Context: an optimization exercise on an open-source flow, tuned for small area, a short achievable clock period and few clock cycles per item. The choices shown serve that exercise and are no tape-out recipe.
Only simulation tests tie the RTL to the original design; equivalence was not proved.
No activity file was given, so power comes from the tool's default toggle rates.

$ cat design.v
module bit_writer (
    input  wire       clk,
    input  wire       rst,
    input  wire       fld_valid,
    output wire       fld_ready,
    input  wire [7:0] fld_data,
    input  wire [3:0] fld_width,
    input  wire       flush,
    output wire       out_valid,
    input  wire       out_ready,
    output wire [7:0] out_data,
    output wire       out_last
);
    reg [14:0] acc;    
    reg [3:0]  cnt;    
    wire [7:0] mask = (8'hff >> (4'd8 - fld_width));
    wire [14:0] fld_shifted = {7'd0, fld_data & mask} << cnt;
    assign fld_ready = (cnt < 4'd8);
    assign out_valid = (cnt >= 4'd8) || (flush && cnt != 4'd0);
    assign out_data  = acc[7:0];
    assign out_last  = flush && (cnt <= 4'd8);
    always @(posedge clk) begin
        if (rst) begin
            acc <= 15'd0;
            cnt <= 4'd0;
        end else if (out_valid && out_ready) begin
            acc <= acc >> 8;
            cnt <= (cnt >= 4'd8) ? (cnt - 4'd8) : 4'd0;
        end else if (fld_valid && fld_ready) begin
            acc <= acc | fld_shifted;
            cnt <= cnt + fld_width;
        end
    end
endmodule
module anim_frame_encoder #(
    parameter NPIX = 4096
) (
    input  wire       clk,
    input  wire       rst,
    input  wire       start,
    input  wire       literal,    
    input  wire [2:0] bpp,        
    output wire       busy,
    input  wire       pix_valid,
    output wire       pix_ready,
    input  wire [6:0] pix_cur,
    input  wire [6:0] pix_ref,
    output wire       out_valid,
    input  wire       out_ready,
    output wire [7:0] out_data,
    output wire       out_last
);
    localparam DEPTH   = 132;    
    localparam AW      = 8;
    localparam PW      = $clog2(NPIX + 1);
    localparam MIN_SAME = 4;
    localparam MAX_RUN  = 128;
    localparam MAX_SCAN = MAX_RUN + MIN_SAME - 2;    
    localparam S_IDLE  = 3'd0;
    localparam S_LIT   = 3'd1;    
    localparam S_SCAN  = 3'd2;    
    localparam S_SHDR  = 3'd3;    
    localparam S_DHDR  = 3'd4;    
    localparam S_DLIT  = 3'd5;    
    localparam S_FLUSH = 3'd6;    
    reg [2:0] state;
    reg [2:0] bpp_r;
    reg [7:0]    buf_mem [0:DEPTH-1];
    reg [AW-1:0] wr_ptr;
    reg [AW-1:0] rd_ptr;
    reg [AW-1:0] count;
    reg [PW-1:0] in_left;     
    reg [PW-1:0] pos_left;    
    reg [AW-1:0] scan_off;    
    reg          allm;        
    reg [2:0]    mrun;        
    reg [7:0]    run_n;       
    wire push = pix_valid && pix_ready;
    wire [AW:0]   scan_sum = {1'b0, rd_ptr} + {1'b0, scan_off};
    wire [AW-1:0] scan_idx = (scan_sum >= DEPTH) ? (scan_sum - DEPTH) : scan_sum[AW-1:0];
    wire          scan_eq  = buf_mem[scan_idx][7];
    wire [6:0]    head_pix = buf_mem[rd_ptr][6:0];
    reg        fld_valid;
    reg [7:0]  fld_data;
    reg [3:0]  fld_width;
    wire       fld_ready;
    wire       fld_take = fld_valid && fld_ready;
    always @(*) begin
        fld_valid = 1'b0;
        fld_data  = {1'b0, head_pix};
        fld_width = {1'b0, bpp_r};
        case (state)
            S_LIT, S_DLIT: fld_valid = (count != 0);
            S_SHDR: begin
                fld_valid = 1'b1;
                fld_data  = {run_n[6:0], 1'b0};
                fld_width = 4'd8;
            end
            S_DHDR: begin
                fld_valid = 1'b1;
                fld_data  = {run_n[6:0], 1'b1};
                fld_width = 4'd8;
            end
            default: ;
        endcase
    end
    bit_writer u_writer (
        .clk      (clk),
        .rst      (rst),
        .fld_valid(fld_valid),
        .fld_ready(fld_ready),
        .fld_data (fld_data),
        .fld_width(fld_width),
        .flush    (state == S_FLUSH),
        .out_valid(out_valid),
        .out_ready(out_ready),
        .out_data (out_data),
        .out_last (out_last)
    );
    assign busy      = (state != S_IDLE);
    assign pix_ready = busy && (in_left != 0) && (count < DEPTH);
    reg        dec_same;
    reg        dec_diff;
    reg [7:0]  dec_n;
    wire [2:0] mrun_next = scan_eq ? (mrun + 3'd1) : 3'd0;
    wire [PW-1:0] t_plus1 = scan_off + 1'b1;
    always @(*) begin
        dec_same = 1'b0;
        dec_diff = 1'b0;
        dec_n    = 8'd0;
        if (allm) begin
            if (scan_eq) begin
                if (t_plus1 == MAX_RUN || t_plus1 == pos_left) begin
                    dec_same = 1'b1;
                    dec_n    = t_plus1[7:0];
                end
            end else if (scan_off >= MIN_SAME) begin
                dec_same = 1'b1;
                dec_n    = scan_off;
            end else if (t_plus1 == pos_left) begin
                dec_diff = 1'b1;
                dec_n    = t_plus1[7:0];
            end
        end else begin
            if (mrun_next == MIN_SAME) begin
                dec_diff = 1'b1;
                dec_n    = scan_off - (MIN_SAME - 1);
            end else if (scan_off == MAX_SCAN) begin
                dec_diff = 1'b1;
                dec_n    = MAX_RUN;
            end else if (t_plus1 == pos_left) begin
                dec_diff = 1'b1;
                dec_n    = (pos_left > MAX_RUN) ? MAX_RUN : pos_left[7:0];
            end
        end
    end
    reg  [AW-1:0] pop_n;
    always @(*) begin
        pop_n = 0;
        case (state)
            S_LIT, S_DLIT: pop_n = fld_take ? 1 : 0;
            S_SHDR:        pop_n = fld_take ? run_n : 0;
            default: ;
        endcase
    end
    wire [AW:0]   rd_sum  = {1'b0, rd_ptr} + {1'b0, pop_n};
    wire [AW-1:0] rd_next = (rd_sum >= DEPTH) ? (rd_sum - DEPTH) : rd_sum[AW-1:0];
    always @(posedge clk) begin
        if (push)
            buf_mem[wr_ptr] <= {pix_cur == pix_ref, pix_cur};
    end
    always @(posedge clk) begin
        if (rst) begin
            state    <= S_IDLE;
            bpp_r    <= 3'd0;
            wr_ptr   <= 0;
            rd_ptr   <= 0;
            count    <= 0;
            in_left  <= 0;
            pos_left <= 0;
            scan_off <= 0;
            allm     <= 1'b1;
            mrun     <= 3'd0;
            run_n    <= 8'd0;
        end else begin
            if (push) begin
                wr_ptr  <= (wr_ptr == DEPTH - 1) ? 0 : wr_ptr + 1'b1;
                in_left <= in_left - 1'b1;
            end
            rd_ptr <= rd_next;
            count  <= count + push - pop_n;
            case (state)
                S_IDLE: begin
                    if (start) begin
                        bpp_r    <= bpp;
                        in_left  <= NPIX;
                        pos_left <= NPIX;
                        wr_ptr   <= 0;
                        rd_ptr   <= 0;
                        count    <= 0;
                        scan_off <= 0;
                        allm     <= 1'b1;
                        mrun     <= 3'd0;
                        state    <= literal ? S_LIT : S_SCAN;
                    end
                end
                S_LIT: begin
                    if (fld_take) begin
                        pos_left <= pos_left - 1'b1;
                        if (pos_left == 1)
                            state <= S_FLUSH;
                    end
                end
                S_SCAN: begin
                    if (pos_left < MIN_SAME) begin
                        run_n <= pos_left[7:0];
                        state <= S_DHDR;
                    end else if (scan_off < count) begin
                        if (dec_same) begin
                            run_n <= dec_n;
                            state <= S_SHDR;
                        end else if (dec_diff) begin
                            run_n <= dec_n;
                            state <= S_DHDR;
                        end else begin
                            scan_off <= scan_off + 1'b1;
                            mrun     <= mrun_next;
                            if (!scan_eq)
                                allm <= 1'b0;
                        end
                    end
                end
                S_SHDR: begin
                    if (fld_take) begin
                        pos_left <= pos_left - run_n;
                        scan_off <= 0;
                        allm     <= 1'b1;
                        mrun     <= 3'd0;
                        state    <= (pos_left == run_n) ? S_FLUSH : S_SCAN;
                    end
                end
                S_DHDR: begin
                    if (fld_take)
                        state <= S_DLIT;
                end
                S_DLIT: begin
                    if (fld_take) begin
                        pos_left <= pos_left - 1'b1;
                        run_n    <= run_n - 1'b1;
                        if (run_n == 1) begin
                            scan_off <= 0;
                            allm     <= 1'b1;
                            mrun     <= 3'd0;
                            state    <= (pos_left == 1) ? S_FLUSH : S_SCAN;
                        end
                    end
                end
                S_FLUSH: begin
                    if (out_valid && out_ready && out_last)
                        state <= S_IDLE;
                end
                default: state <= S_IDLE;
            endcase
        end
    end
endmodule
$ cat config.mk
export PLATFORM = sky130hd
export DESIGN_NAME = anim_frame_encoder
export DESIGN_NICKNAME = anim_frame_encoder
export VERILOG_FILES = /design/flow/design.v
export SDC_FILE = /design/flow/constraint.sdc
export NUM_CORES = 4
export LEC_CHECK = 0
export CAP_MARGIN = 20
export CORE_MARGIN = 2
export CORE_UTILIZATION = 40
export SLEW_MARGIN = 20
$ cat constraint.sdc
create_clock -name core_clock -period 8.0 [get_ports {clk}]
set_input_delay 1.6000 -clock core_clock [delete_from_list [all_inputs] [get_ports {clk}]]
set_output_delay 1.6000 -clock core_clock [all_outputs]
set_load 0.01 [all_outputs]
$ cat run.sh
#!/bin/bash
# synth_recipe.tcl (not shown) runs the flow's synth.tcl, then flattens the netlist and writes it again
# the make line also repeats each setting of config.mk as NAME=value (left out here)
make -C /OpenROAD-flow-scripts/flow DESIGN_CONFIG=/design/flow/config.mk WORK_HOME=/design/flow/orfs CLKGATE_MAP_FILE= SYNTH_SCRIPT=/design/flow/synth_recipe.tcl finish
==> results.ini <==
[clock_tree]
cts_resized=0
path_clk_slew_ps=60
cts_sinks=1151
holdBufCountCts=0
cts.path.max_buffers=3
cts_setup_buffers=0
clockRootBuffer=clkbuf_16
cts_made_buffers=116
clk_latency_ps=710
cts_tree=done
htree_levels=3

[logic_synthesis]
yosysTopAreaCellShare_pct=64.7
yosysUniqueCellTypes=87
synth_area_sq_mm=0.0490
yosys_warnings=2
ys_ff_latch=1151
synthFlopType=edfxtp_1
avgSynthCellArea_sq_um=17.6
synth_edf_count=1056
synth_nets=2885
ys_seq_area_share_pct=68.6
synth_cells=2788
synth_area_leaders=edfxtp_1 (65%), mux4_2 (16%), dfxtp_1 (3.9%)
yosysTopAreaCell=edfxtp_1
async_flop_share_pct=0

[power]
power_per_cell_area_mw_per_mm2=269
p_total_w=0.0147
ir_drop_mv=0.230
p_leak_nw=16.7

[finish]
drive_above_1_share_pct=20.7
finalNonFillerCells=4546
fillers=10400
design_area_sq_mm=0.0548
syn_to_final_growth_pct=11.9
final_common_cell=edfxtp_1
nets=2917
final_cell_mix=edfxtp_1 (1056), mux4_2 (343), nor2_1 (260)
diodes=0

[global_route]
use_met2_pct=31.4
antenna_found_initial=1
grt_usage_pct=19.2
busiest_layer=met2
grt_pass1_vias=26600
use_met3_pct=2.98
grtUsageMet1_pct=27.0
grt_pass1_wl_um=179000
gr-total-overflow=0
grt_max_degree=138

[sta]
fmax_ghz=0.151
report.final.hold_viol_count=0
maxSlewViolCount=0
skew_ps=32.5
period_needed_ps=6630
finalSetupViolations=0
post-route-period-util_pct=82.9
rsz0062_at_grt=no
slew_headroom_pct=21.8
worstMarginPinSlew_ps=1170
setup-tns-final_ps=0

[worst_setup_path]
worst_ep_arrival_time_ps=7220
cp.depth=18
cp_slowest_cell=o311ai_4
critical_path.top_delay_family=compound AO/OA/AOI/OAI gates
crit_type=register to register
cp-start-kind=register
cp-end-kind=register
path_buf_inv=1
crit_required_ps=8590
max_stage_delay_ps=900
ff2ff_path_depth=18
path_max_fanout=32
crit_chain=ha_4 > inv_1 > fa_2 > nand2b_1 > and2_1 > ha_1 > nand2_1 > nor3b_1 > mux2_2 > a2111o_1 > a21bo_1 > a21o_1 > mux2_2 > o211ai_2 > o311ai_4 > nand2_1 > o221a_2 > o41ai_1

[placed_design]
placed_area_sq_mm=0.0510
hpwlAfterDp_um=78000
dp.cells=4327
io_buffers=34
gp_congestion=0.878

[die]
die_x_um=354
chipHeight_um=354
ios=35
rows=128
dieArea_sq_mm=0.125
core_area_sq_mm=0.122
initial_core_util_pct=40.3

[detailed_routing]
drtAntennaViolNets=0
routed_via_density=5.72
dr.pass1.iters=5
routedWlPerCell_um=26.6
dr_total_vias=26000
drtIter0Drc=2853
wirelength_um=121000
drc=0

[run_status]
status=no timing/DRC/antenna violations

[worst_hold_path]
hold_class=register to register
whs_path_depth=1

[job]
cap_violations=0

-- layout make-up --
type                            instances  area (sq um)  area share [%]
Clock buffer                          141          3040            5.54
Multi-Input combinational cell       1422         14600            26.5
Timing Repair Buffer                   65           568            1.04
Sequential cell                      1151         33600            61.3
Clock inverter                         78           781            1.42
Tap cell                             1625          2030            3.71
Inverter                               64           240           0.438
-- path summary, 6_finish.rpt --
kind                     from                to  slack, ps
min          u_writer.acc[14]  u_writer.acc[14]        470
max                 rd_ptr[0]          run_n[1]       1370
min reg2reg  u_writer.acc[14]  u_writer.acc[14]        470
max reg2reg         rd_ptr[0]          run_n[1]       1370
-- cells in the mapped netlist, types with 4 or more instances --
cell and number:
or3_1 15, mux2i_1 33, dfxtp_1 95, nor3_1 38, and3_1 13, ha_1 69, o211ai_1 12, o22ai_1 7
a211o_1 4, fa_1 5, nand2b_1 16, nor2b_1 16, a21oi_1 91, o32ai_1 5, nor3b_1 6, o2bb2ai_1 6
clkbuf_1 92, and2_1 10, mux4_2 343, buf_2 32, nand3_1 30, nand2_1 123, mux2_2 13, a211oi_1 13
a21o_1 24, nor2_1 262, buf_4 11, a22oi_1 6, o21bai_1 7, buf_1 15, nand4_1 21, o21ai_0 51
inv_1 62, xor2_1 31, o31ai_1 11, o31a_1 5, xnor2_1 43, a2111oi_0 4, edfxtp_1 1056, nor4_1 8
a31oi_1 10, a21boi_0 5
-- state kept, by name, indices dropped and copies added, names as in the netlist --
register      count
mrun              3
run_n             8
wr_ptr            8
in_left          13
scan_off          8
count             8
state             3
u_writer.cnt      4
buf_mem        1056
allm              1
rd_ptr            8
u_writer.acc     15
pos_left         13
bpp_r             3
-- routing by layer --
metal / share of wire, % / wire (um) / vias up
met1: 43 / 52200 / 13700
met2: 48 / 58600 / 890
met4: 2.3 / 2750 / 0
met3: 6.0 / 7250 / 182
li1: - / - / 11200
met5: 0 / 0 / -
-- worst register-to-register path: stages, from the launching register on --
cell and delay [ps]:
dfxtp_4 760, ha_4 250, inv_1 60, fa_2 340, nand2b_1 210, and2_1 430
ha_1 320, nand2_1 80, nor3b_1 50, mux2_2 290, a2111o_1 450, a21bo_1 360
a21o_1 270, mux2_2 250, o211ai_2 100, o311ai_4 900, nand2_1 610, o221a_2 470
o41ai_1 290
-- cell families (layout without fill, tap and decap cells) --
group,count (synthesis),count (layout),share of synthesized area (%)
flops,1151,1151,68.6
compound gates,302,302,4.15
mux,390,390,16.8
fa+ha+maj,74,74,1.97
buf+inv,215,348,1.83
xor+xnor,74,74,1.32
simple gates,582,582,5.41
-- per-stage QoR --
| step | hold WS (ps) | util (%) | worst slack, ps |
|---|---|---|---|
| after detailed placement | 457 | 41.9 | 1450 |
| after floorplan | 433 | - | 1190 |
| final | 465 | 45.1 | 1370 |
| after global placement | 448 | 41.9 | 1600 |
| after CTS | 471 | 45.1 | 1430 |
| after global routing | 502 | 45.1 | 877 |
-- report_power, final --
part	leakage, nW	switching (W)	internal [W]	total (W)
registers	10.0	0.000181	0.00666	0.00684
clock network	1.86	0.00231	0.00310	0.00541
logic	4.85	0.00152	0.000976	0.00250
total	16.7	0.00401	0.0107	0.0147
Testbench counts, summed over its fixed seeds: cycles 308,673, pixels 262,144.

separate check: timing with driven ports:
Ports are ideal in the flow. The routed layout listed here was re-timed in OpenROAD. Step 1 (the two cells are an assumption about what drives the block):
set clk [get_ports {clk}]
set_driving_cell -lib_cell sky130_fd_sc_hd__clkbuf_16 $clk
set_driving_cell -lib_cell sky130_fd_sc_hd__buf_2 [delete_from_list [all_inputs] $clk]
Step 2 adds t to the input delays and takes it off the output delays; t is the mean of the earliest and latest rising clock arrival at the registers after step 1. Input paths then give back, and output paths get back, about the clock's delay inside the block. Slacks: ideal / step 1 / step 2; pairs: ideal / step 1.
shift t [ns]: 0.774
slack for setup (ns): 1.371 / 1.371 / 1.371
hold WS [ns]: 0.465 / 0.465 / 0.465
worst setup path at the end: register to register
clock arrival spread, ns: 0.036 / 0.036
After both steps this run still meets setup and hold. The setup slack of this run moves by 0.000 ns with the drivers and by 0.000 ns with both steps.
